What follows belongs to an exercise in optimizing a design on an open flow for small area, a short achievable clock period and few clock cycles; a production flow would make more cautious choices.
Only simulation tests tie the RTL to the original design; equivalence was not proved.
No activity file was given, so power comes from the tool's default toggle rates.

**config.mk**
```make
export PLATFORM = sky130hd
export DESIGN_NAME = chichi_engine
export DESIGN_NICKNAME = chichi_engine
export VERILOG_FILES = /design/flow/design.v
export SDC_FILE = /design/flow/constraint.sdc
export NUM_CORES = 4
export LEC_CHECK = 0
export CAP_MARGIN = 20
export CORE_MARGIN = 2
export CORE_UTILIZATION = 30
export PLACE_DENSITY = 0.55
export SLEW_MARGIN = 20
```
**constraint.sdc**
```tcl
create_clock -name core_clock -period 6.0 [get_ports {clk}]
set_input_delay 1.2000 -clock core_clock [delete_from_list [all_inputs] [get_ports {clk}]]
set_output_delay 1.2000 -clock core_clock [all_outputs]
set_load 0.01 [all_outputs]
```
**design.v**
```verilog
module chichi_engine (
    input  wire        clk,
    input  wire        rst,
    input  wire        bus_valid,
    input  wire        bus_we,
    input  wire [5:0]  bus_addr,
    input  wire [3:0]  bus_size,
    input  wire [63:0] bus_wdata,
    output wire [63:0] bus_rdata
);
    localparam [7:0] OP_NOP    = 8'h00, OP_LOAD  = 8'h01, OP_EXTR = 8'h02,
                     OP_GETB   = 8'h03, OP_SETB  = 8'h04, OP_XOR  = 8'h05,
                     OP_CHI    = 8'h10, OP_CHICHI = 8'h11, OP_LIN = 8'h18,
                     OP_TINJ   = 8'h20, OP_MERGE = 8'h21, OP_RND  = 8'h22,
                     OP_FRND   = 8'h23, OP_DEC   = 8'h24;
    localparam [7:0] E_RANGE        = 8'h01, E_WIDTH_MISMATCH = 8'h02,
                     E_BAD_WSEL     = 8'h04, E_BAD_ROUNDS     = 8'h05,
                     E_ILL_OPCODE   = 8'h10, E_ILL_REG        = 8'h11,
                     E_ILL_RESERVED = 8'h12, E_BUSY_WRITE     = 8'h20,
                     E_BUS_ACCESS   = 8'h21;
    localparam [2:0] A_CFG = 3'd0, A_STATUS = 3'd1, A_CMD = 3'd2,
                     A_DIN = 3'd3, A_DOUT = 3'd4;
    function automatic [31:0] chi32(input [31:0] x);
        integer i;
        begin
            for (i = 0; i < 32; i = i + 1)
                chi32[i] = x[i] ^ (~x[(i+1)%32] & x[(i+2)%32]);
        end
    endfunction
    function automatic [39:0] chi40(input [39:0] x);
        integer i;
        begin
            for (i = 0; i < 40; i = i + 1)
                chi40[i] = x[i] ^ (~x[(i+1)%40] & x[(i+2)%40]);
        end
    endfunction
    function automatic [63:0] chi64(input [63:0] x);
        integer i;
        begin
            for (i = 0; i < 64; i = i + 1)
                chi64[i] = x[i] ^ (~x[(i+1)%64] & x[(i+2)%64]);
        end
    endfunction
    function automatic [31:0] chichi32(input [31:0] x);
        integer i;
        begin
            for (i = 0; i <= 12; i = i + 1)
                chichi32[i] = x[i] ^ (~x[i+1] & x[i+2]);
            for (i = 17; i <= 29; i = i + 1)
                chichi32[i] = x[i] ^ (~x[i+1] & x[i+2]);
            chichi32[13] = x[16] ^ (~x[14] & x[0]);
            chichi32[14] = x[15] ^ (~x[0] & x[1]);
            chichi32[15] = ~x[13] ^ (~x[16] & ~x[17]);
            chichi32[16] = x[14] ^ (~x[17] & x[18]);
            chichi32[30] = x[30] ^ (~x[31] & x[15]);
            chichi32[31] = x[31] ^ (~x[15] & x[16]);
        end
    endfunction
    function automatic [39:0] chichi40(input [39:0] x);
        integer i;
        begin
            for (i = 0; i <= 16; i = i + 1)
                chichi40[i] = x[i] ^ (~x[i+1] & x[i+2]);
            for (i = 21; i <= 37; i = i + 1)
                chichi40[i] = x[i] ^ (~x[i+1] & x[i+2]);
            chichi40[17] = x[20] ^ (~x[18] & x[0]);
            chichi40[18] = x[19] ^ (~x[0] & x[1]);
            chichi40[19] = ~x[17] ^ (~x[20] & ~x[21]);
            chichi40[20] = x[18] ^ (~x[21] & x[22]);
            chichi40[38] = x[38] ^ (~x[39] & x[19]);
            chichi40[39] = x[39] ^ (~x[19] & x[20]);
        end
    endfunction
    function automatic [63:0] chichi64(input [63:0] x);
        integer i;
        begin
            for (i = 0; i <= 28; i = i + 1)
                chichi64[i] = x[i] ^ (~x[i+1] & x[i+2]);
            for (i = 33; i <= 61; i = i + 1)
                chichi64[i] = x[i] ^ (~x[i+1] & x[i+2]);
            chichi64[29] = x[32] ^ (~x[30] & x[0]);
            chichi64[30] = x[31] ^ (~x[0] & x[1]);
            chichi64[31] = ~x[29] ^ (~x[32] & ~x[33]);
            chichi64[32] = x[30] ^ (~x[33] & x[34]);
            chichi64[62] = x[62] ^ (~x[63] & x[31]);
            chichi64[63] = x[63] ^ (~x[31] & x[32]);
        end
    endfunction
    function automatic [31:0] lin32(input [31:0] x);
        integer i;
        begin
            for (i = 0; i < 32; i = i + 1)
                lin32[i] = x[(11*i+5)%32] ^ x[(11*i+9)%32] ^ x[(11*i+12)%32];
        end
    endfunction
    function automatic [39:0] lin40(input [39:0] x);
        integer i;
        begin
            for (i = 0; i < 40; i = i + 1)
                lin40[i] = x[(17*i+1)%40] ^ x[(17*i+9)%40] ^ x[(17*i+30)%40];
        end
    endfunction
    function automatic [63:0] lin64(input [63:0] x);
        integer i;
        begin
            for (i = 0; i < 64; i = i + 1)
                lin64[i] = x[(3*i+1)%64] ^ x[(3*i+26)%64] ^ x[(3*i+50)%64];
        end
    endfunction
    reg [39:0] x1_q, x2_q, x_q;      
    reg [63:0] t_q;                  
    reg [63:0] din_q, dout_q;
    reg        wsel_q;               
    reg [7:0]  rounds_q;
    reg        err_q;
    reg [7:0]  errcode_q;
    reg [31:0] errinfo_q;
    reg        pend_q;               
    reg [31:0] cmd_q;                
    reg [7:0]  rcnt_q;               
    wire [39:0] wmask = wsel_q ? 40'hFF_FFFF_FFFF : 40'h00_FFFF_FFFF;
    wire       admitted = (bus_size == 4'd8) && (bus_addr[2:0] == 3'd0);
    wire [2:0] off      = bus_addr[5:3];
    wire       acc_rd   = bus_valid && !bus_we;
    wire       acc_wr   = bus_valid && bus_we;
    wire [63:0] status_word = {16'd0, errinfo_q, errcode_q, 6'd0, err_q, pend_q};
    wire [63:0] cfg_word    = {48'd0, rounds_q, 6'd0, 1'b0, wsel_q};
    reg [63:0] rdata_mux;
    always @* begin
        case (off)
            A_CFG:    rdata_mux = cfg_word;
            A_STATUS: rdata_mux = status_word;
            A_DIN:    rdata_mux = din_q;
            A_DOUT:   rdata_mux = dout_q;
            default:  rdata_mux = 64'd0;    
        endcase
    end
    reg [63:0] rdata_q;
    always @(posedge clk) begin
        if (rst)
            rdata_q <= 64'd0;
        else
            rdata_q <= admitted ? rdata_mux : 64'd0;
    end
    assign bus_rdata = rdata_q;
    wire wr_cfg    = acc_wr && admitted && off == A_CFG;
    wire wr_status = acc_wr && admitted && off == A_STATUS;
    wire wr_cmd    = acc_wr && admitted && off == A_CMD;
    wire wr_din    = acc_wr && admitted && off == A_DIN;
    wire cfg_bad_wsel   = bus_wdata[1:0] > 2'd1;
    wire cfg_bad_rounds = bus_wdata[15:8] == 8'd0;
    reg        h_err;         
    reg [7:0]  h_code;
    reg [31:0] h_info;
    always @* begin
        h_err  = 1'b0;
        h_code = 8'd0;
        h_info = 32'd0;
        if (bus_valid && !admitted) begin
            h_err  = 1'b1;
            h_code = E_BUS_ACCESS;
            h_info = {20'd0, bus_size, 2'b00, bus_addr};
        end else if ((wr_cfg || wr_cmd || wr_din) && pend_q) begin
            h_err  = 1'b1;
            h_code = E_BUSY_WRITE;
            h_info = {26'd0, bus_addr};
        end else if (wr_cfg && cfg_bad_wsel) begin
            h_err  = 1'b1;
            h_code = E_BAD_WSEL;
            h_info = bus_wdata[31:0];
        end else if (wr_cfg && cfg_bad_rounds) begin
            h_err  = 1'b1;
            h_code = E_BAD_ROUNDS;
            h_info = bus_wdata[31:0];
        end
    end
    wire cfg_apply = wr_cfg && !pend_q && !cfg_bad_wsel && !cfg_bad_rounds;
    wire cmd_take  = wr_cmd && !pend_q && !err_q;
    wire din_apply = wr_din && !pend_q;
    wire clr_err   = wr_status && bus_wdata[1];
    wire err_after_host = h_err ? 1'b1 : (clr_err ? 1'b0 : err_q);
    wire [7:0] op  = cmd_q[7:0];
    wire [2:0] rd  = cmd_q[10:8];
    wire [2:0] rs  = cmd_q[13:11];
    wire [6:0] fa  = cmd_q[22:16];
    wire       fv  = cmd_q[23];
    wire [6:0] fl  = cmd_q[30:24];
    wire resv_bad = (cmd_q[15:14] != 2'd0) || cmd_q[31];
    reg op_ok;
    always @* begin
        case (op)
            OP_NOP, OP_LOAD, OP_EXTR, OP_GETB, OP_SETB, OP_XOR,
            OP_CHI, OP_CHICHI, OP_LIN,
            OP_TINJ, OP_MERGE, OP_RND, OP_FRND, OP_DEC: op_ok = 1'b1;
            default: op_ok = 1'b0;
        endcase
    end
    wire uses_rd = (op == OP_LOAD) || (op == OP_SETB) || (op == OP_XOR) ||
                   (op == OP_CHI)  || (op == OP_CHICHI) || (op == OP_LIN);
    wire uses_rs = (op == OP_EXTR) || (op == OP_GETB) || (op == OP_XOR);
    wire [6:0] w_n   = wsel_q ? 7'd40 : 7'd32;
    wire [6:0] rd_n  = (rd == 3'd3) ? 7'd64 : w_n;
    wire [6:0] rs_n  = (rs == 3'd3) ? 7'd64 : w_n;
    wire [7:0] extr_end = {1'b0, fa} + {1'b0, fl};
    reg        e_err;
    reg [7:0]  e_code;
    always @* begin
        e_err  = 1'b1;
        e_code = 8'd0;
        if (resv_bad)
            e_code = E_ILL_RESERVED;
        else if (!op_ok)
            e_code = E_ILL_OPCODE;
        else if (uses_rd && rd > 3'd3)
            e_code = E_ILL_REG;
        else if (uses_rs && rs > 3'd3)
            e_code = E_ILL_REG;
        else if (op == OP_XOR && ((rd == 3'd3) != (rs == 3'd3)))
            e_code = E_WIDTH_MISMATCH;
        else if (op == OP_EXTR && extr_end > {1'b0, rs_n})
            e_code = E_RANGE;
        else if (op == OP_GETB && fa >= rs_n)
            e_code = E_RANGE;
        else if (op == OP_SETB && fa >= rd_n)
            e_code = E_RANGE;
        else
            e_err = 1'b0;
    end
    function automatic [63:0] regval(input [1:0] id, input [39:0] a, input [39:0] b,
                                     input [39:0] c, input [63:0] d);
        case (id)
            2'd0: regval = {24'd0, a};
            2'd1: regval = {24'd0, b};
            2'd2: regval = {24'd0, c};
            default: regval = d;
        endcase
    endfunction
    wire [63:0] vrd = regval(rd[1:0], x1_q, x2_q, x_q, t_q);
    wire [63:0] vrs = regval(rs[1:0], x1_q, x2_q, x_q, t_q);
    wire [63:0] chi_rd    = (rd == 3'd3) ? chi64(vrd) :
                            wsel_q ? {24'd0, chi40(vrd[39:0])} : {32'd0, chi32(vrd[31:0])};
    wire [63:0] chichi_rd = (rd == 3'd3) ? chichi64(vrd) :
                            wsel_q ? {24'd0, chichi40(vrd[39:0])} : {32'd0, chichi32(vrd[31:0])};
    wire [63:0] lin_rd    = (rd == 3'd3) ? lin64(vrd) :
                            wsel_q ? {24'd0, lin40(vrd[39:0])} : {32'd0, lin32(vrd[31:0])};
    wire [63:0] setb_rd = fv ? (vrd | (64'd1 << fa[5:0])) : (vrd & ~(64'd1 << fa[5:0]));
    wire [63:0] extr_mask = (fl >= 7'd64) ? {64{1'b1}} : ((64'd1 << fl[5:0]) - 64'd1);
    wire [63:0] extr_val  = (vrs >> fa[5:0]) & extr_mask;
    wire [39:0] nl_x1 = wsel_q ? chichi40(x1_q) : {8'd0, chichi32(x1_q[31:0])};
    wire [39:0] nl_x2 = wsel_q ? chichi40(x2_q) : {8'd0, chichi32(x2_q[31:0])};
    wire [39:0] ln_x1 = wsel_q ? lin40(nl_x1)   : {8'd0, lin32(nl_x1[31:0])};
    wire [39:0] ln_x2 = wsel_q ? lin40(nl_x2)   : {8'd0, lin32(nl_x2[31:0])};
    wire [63:0] t_next = lin64(chi64(t_q));
    wire [39:0] k_next = t_next[39:0] & wmask;
    wire [39:0] x1_full = ln_x1 ^ k_next;
    wire [39:0] x2_full = ln_x2 ^ k_next;
    wire [39:0] merged_nl = nl_x1 ^ nl_x2;
    wire [39:0] x_final = wsel_q ? lin40(merged_nl) : {8'd0, lin32(merged_nl[31:0])};
    wire [39:0] k_now = t_q[39:0] & wmask;
    wire dec_more = (rcnt_q + 8'd1) < rounds_q;    
    wire step     = pend_q;                        
    wire step_end = pend_q && !(op == OP_DEC && !e_err && dec_more);
    reg        wr_rd;
    reg [63:0] res_rd;
    always @* begin
        wr_rd  = 1'b0;
        res_rd = 64'd0;
        case (op)
            OP_LOAD:   begin wr_rd = 1'b1; res_rd = din_q; end
            OP_SETB:   begin wr_rd = 1'b1; res_rd = setb_rd; end
            OP_XOR:    begin wr_rd = 1'b1; res_rd = vrd ^ vrs; end
            OP_CHI:    begin wr_rd = 1'b1; res_rd = chi_rd; end
            OP_CHICHI: begin wr_rd = 1'b1; res_rd = chichi_rd; end
            OP_LIN:    begin wr_rd = 1'b1; res_rd = lin_rd; end
            default:   ;
        endcase
    end
    wire [39:0] res_x = res_rd[39:0] & wmask;
    always @(posedge clk) begin
        if (rst) begin
            x1_q      <= 40'd0;
            x2_q      <= 40'd0;
            x_q       <= 40'd0;
            t_q       <= 64'd0;
            din_q     <= 64'd0;
            dout_q    <= 64'd0;
            wsel_q    <= 1'b0;
            rounds_q  <= 8'd3;
            err_q     <= 1'b0;
            errcode_q <= 8'd0;
            errinfo_q <= 32'd0;
            pend_q    <= 1'b0;
            cmd_q     <= 32'd0;
            rcnt_q    <= 8'd0;
        end else begin
            if (cfg_apply) begin
                wsel_q   <= bus_wdata[0];
                rounds_q <= bus_wdata[15:8];
                if (bus_wdata[0] != wsel_q) begin
                    x1_q <= 40'd0;
                    x2_q <= 40'd0;
                    x_q  <= 40'd0;
                end
            end
            if (din_apply)
                din_q <= bus_wdata;
            if (cmd_take) begin
                pend_q <= 1'b1;
                cmd_q  <= bus_wdata[31:0];
                rcnt_q <= 8'd0;
            end
            if (clr_err) begin
                err_q     <= 1'b0;
                errcode_q <= 8'd0;
                errinfo_q <= 32'd0;
            end
            if (h_err && !err_q) begin
                err_q     <= 1'b1;
                errcode_q <= h_code;
                errinfo_q <= h_info;
            end
            if (step) begin
                if (step_end) begin
                    pend_q <= 1'b0;
                    rcnt_q <= 8'd0;
                end
                if (e_err) begin
                    if (!err_after_host) begin
                        err_q     <= 1'b1;
                        errcode_q <= e_code;
                        errinfo_q <= cmd_q;
                    end
                end else begin
                    if (wr_rd) begin
                        case (rd[1:0])
                            2'd0: x1_q <= res_x;
                            2'd1: x2_q <= res_x;
                            2'd2: x_q  <= res_x;
                            default: t_q <= res_rd;
                        endcase
                    end
                    case (op)
                        OP_EXTR: dout_q <= extr_val;
                        OP_GETB: dout_q <= {63'd0, vrs[fa[5:0]]};
                        OP_TINJ: begin
                            x1_q <= x1_q ^ k_now;
                            x2_q <= x2_q ^ k_now;
                        end
                        OP_MERGE: x_q <= x1_q ^ x2_q;
                        OP_RND: begin
                            x1_q <= x1_full;
                            x2_q <= x2_full;
                            t_q  <= t_next;
                        end
                        OP_FRND: begin
                            x1_q <= nl_x1;
                            x2_q <= nl_x2;
                            x_q  <= x_final;
                        end
                        OP_DEC: begin
                            if (dec_more) begin
                                x1_q   <= x1_full;
                                x2_q   <= x2_full;
                                t_q    <= t_next;
                                rcnt_q <= rcnt_q + 8'd1;
                            end else begin
                                x1_q <= nl_x1;
                                x2_q <= nl_x2;
                                x_q  <= x_final;
                            end
                        end
                        default: ;
                    endcase
                end
            end
        end
    end
endmodule
```
**run.sh**
```bash
#!/bin/bash
# synth_recipe.tcl (not shown) runs the flow's synth.tcl, then flattens the netlist and writes it again
# the make line also repeats each setting of config.mk as NAME=value (left out here)
make -C /OpenROAD-flow-scripts/flow DESIGN_CONFIG=/design/flow/config.mk WORK_HOME=/design/flow/orfs CLKGATE_MAP_FILE= SYNTH_SCRIPT=/design/flow/synth_recipe.tcl finish
```
==> impl_results.md <==
- I/O pins: 142
- Worst R2R End: dout_q[58]
- Max_cap viols: 0
- Register-to-Register Path Depth: 16
- Mapped cell area: 0.04905 sq mm
- RR Startpoint: cmd_q[17]
- WL/cell: 36.72 um
- Hold Path Class: reg -> reg
- WP data required: 6.61 ns
- Hold_buf cts: 0
- Die area: 0.1668 sq mm
- Synth Flop Type: dfxtp_1
- Post-CTS Resized: 0
- Hold path cells: 2
- First-pass GRT wire length: 414.8 mm
- Pin count of the biggest net entering global routing: 158
- Placer's final routability congestion estimate: 1.036
- Initial Util: 30.17%
- DPL Wire Length: 226.2 mm
- EDFF count, synth: 0
- Yosys warns: 1
- Vias in the first global route: 48730
- RSZ-0062 raised after global routing: false
- Row Count: 148
- Worst min-delay path startpoint: dout_q[63]
- CTS tree: done
- # DRC: 0
- Pwr/cell area: 134.0 mW/mm^2
- DR iter-0 viols: 7683
- Syn Inst Count: 6167
- Post-synth top area share: 19.10%
- Synthesis-to-layout area growth: 12.95%
- Tcrit/Tclk final: 88.92%
- Router iterations before antenna repair: 7
- FILL cells: 17250
- Count leader, synth: xnor2_1
- H-tree depth: 2
- Overall Global Routing Usage: 34.90%
- Most instantiated cells after synthesis: xnor2_1 (788), nand2_1 (623), a21oi_1 (478)
- Crit path time final: 5.335 ns
- Slowest-stage cell, CP: o31ai_4
- Clock Tree Root: clkbuf_16
- Sequential area share after synthesis: 19.10%
- Synthesized Nets: 6272
- Worst Path Max Fanout: 41
- Worst-margin pin slew: 1.321 ns
- Drt total wl: 303.6 mm
- Worst slew margin: 11.31%
- Vias: 52680
- Drt via density: 6.373
- Final Instance Area: 0.05541 sq mm
- DP Area: 0.05316 sq mm
- Post-route ant nets: 0
- Buffers & Inverters on Critical Path: 1
- Critical path cell sequence: clkinv_2 -> fa_1 -> nor2b_1 -> o21ai_0 -> nand2_1 -> a21o_1 -> a21oi_1 -> xnor2_1 -> ha_1 -> and4b_1 -> a32oi_1 -> o32a_1 -> o31ai_4 -> nand2_2 -> or4_1 -> a21oi_1
- Cell mode on critical path: a21oi_1
- Clock skew: 0.04599 ns
- Clk buf depth: 3
- Sum Neg Setup Slack: 0 ns
- Area leader, netlist: dfxtp_1
- Clk slew on worst S/H paths: 0.06 ns
- Grt ovf: 0
- Crit path DAT: 5.95 ns
- Status: finished clean
- Syn Area/Cell: 7.954 sq um
- Synth top area cells: dfxtp_1 (19%), xnor2_1 (14%), mux4_2 (5.6%)
- Core area: 0.1626 sq mm
- Max VDD drop: 0.2498 mV
- Final hold viol count: 0
- CP Class: reg -> reg
- Clock Sink Count: 468
- Fin. max-slew vios: 0
- F_max: 187.4 MHz
- Leak Pwr: 18.71 nW
- Slowest Stage Delay on Critical Path: 0.79 ns
- Worst Setup Start Kind: register
- Initial antenna violation count: 19
- Distinct cells, synth: 113
- Share of flip-flops with an asynchronous set or reset: 0%
- Clk Latency, worst-skew pair: 0.73 ns
- Worst reg2reg setup slack: 0.67 ns
- CP top delay family: simple AND/OR/NAND/NOR gates
- Die X: 408.4 um
- Share of layout cells above drive strength 1: 12.53%
- CTS Buf Count: 61
- Hold EP: dout_q[63]
- Setup-failing EPs final: 0
- # port buffers: 141
- Worst Setup End Kind: register
- Height of the die: 408.4 um
- Post-synthesis register bit count: 468
- Setup Buffers After CTS: 0
- Final net count: 6132
==> sequential cells by signal, summed over array words and instances (netlist names), 32 cells and up, named ones only <==
| signal | flops |
|---|---|
| cmd_q | 32 |
| din_q | 64 |
| dout_q | 64 |
| errinfo_q | 32 |
| rdata_q | 64 |
| t_q | 64 |
| x1_q | 40 |
| x2_q | 40 |
| x_q | 40 |
==> report_power, final <==
part | total [mW] | switching (mW) | leakage (nW) | internal (mW)
logic | 0.232 | 0.153 | 13.9 | 0.0787
clock network | 4.08 | 1.78 | 1.06 | 2.30
registers | 3.12 | 0.00720 | 3.78 | 3.11
total | 7.43 | 1.94 | 18.7 | 5.49
==> metrics by stage <==
| stage | utilization (%) | cells | worst slack (ns) | hold WS, ns | total power [mW] |
|---|---|---|---|---|---|
| finish | 34.08 | 8266 | 0.6651 | 0.4549 | 7.426 |
| global route | 34.06 | 8255 | 0.4319 | 0.4760 | 7.561 |
| CTS | 34.03 | 8254 | 0.7635 | 0.4544 | 7.431 |
| detailed placement | 32.70 | 8138 | 0.7903 | 0.4453 | 3.413 |
| global placement | 32.69 | 8138 | 0.8479 | 0.4346 | 3.413 |
| floorplan | - | 6167 | 1.066 | 0.4201 | 3.282 |
==> how the worst max path moves through the flow <==
stage | end | from | cells past startpoint | slack (ns)
after floorplan | dout_q[17] | cmd_q[17] | 21 | 1.07
after global placement | t_q[38] | cmd_q[17] | 17 | 0.85
after detailed placement | dout_q[58] | cmd_q[17] | 16 | 0.79
after CTS | dout_q[58] | cmd_q[17] | 16 | 0.76
after global routing | dout_q[58] | cmd_q[17] | 16 | 0.43
final | dout_q[58] | cmd_q[17] | 16 | 0.67
==> logic make-up after synthesis <==
family	after synthesis	share of synthesized area [%]
AO/OA/AOI/OAI	1658	22.71
XOR/XNOR	1129	22.17
adder cells (fa/ha/maj)	27	0.7040
buffers and inverters	707	6.101
flip-flops	468	19.10
multiplexers	465	12.83
AND/OR/NAND/NOR	1713	16.38
==> worst min-delay path: stages (launching register included) <==
cell	delay, ns
dfxtp_1	0.31
nand2_1	0.05
a21oi_1	0.05
==> layout by cell type, fill, tap and decap left out, types with 155 or more instances in the layout <==
| cell type | n |
|---|---|
| xnor2_1 | 768 |
| nand2_1 | 622 |
| nor2_1 | 461 |
| mux2i_1 | 259 |
| a21oi_1 | 477 |
| xor2_1 | 267 |
| o21ai_0 | 253 |
| nor2b_1 | 155 |
| buf_4 | 289 |
| dfxtp_1 | 458 |
==> layer usage <==
layer | wire length, um | vias up | GRT usage, %
li1 | - | 21850 | -
met1 | 114300 | 25840 | 43.17
met2 | 126200 | 3927 | 51.43
met3 | 35300 | 1044 | 10.01
met4 | 27670 | 16 | 25.58
met5 | 139 | - | 0
==> layout make-up <==
type                       count  area (sq um)  share of cell area, %
inverter                      63         242.7                 0.4381
timing repair buffer         441          3792                  6.845
antenna                       11         27.53                0.04968
multi-input combinational   4992         37070                  66.90
clock buffer                  83          1769                  3.193
clock inverter                33         395.4                 0.7136
sequential                   468          9392                  16.95
tap                         2175          2721                  4.912
Testbench counts, summed over its fixed seeds: cycles 67,216.

## port drivers added, routing unchanged
Ports are ideal in the flow. The routed layout listed here was re-timed in OpenROAD.
Step 1: set_driving_cell puts a clkbuf_16 on clk and a buf_2 on each other input, an assumption about the parent block.
Step 2 times the ports against the registers' clock, not the clock port: input delays grow and output delays shrink by t, the midpoint of the rising clock arrivals with the driver on.
Slacks: ideal ports / drivers / drivers and shift; pairs: ideal ports / drivers.
t (ns): 0.796
setup slack, ns: 0.665 / 0.665 / 0.665
cell pins on the clock port's net: 1
After both steps this run still meets setup and hold. The setup slack of this run moves by 0.000 ns with the drivers and by 0.000 ns with both steps.
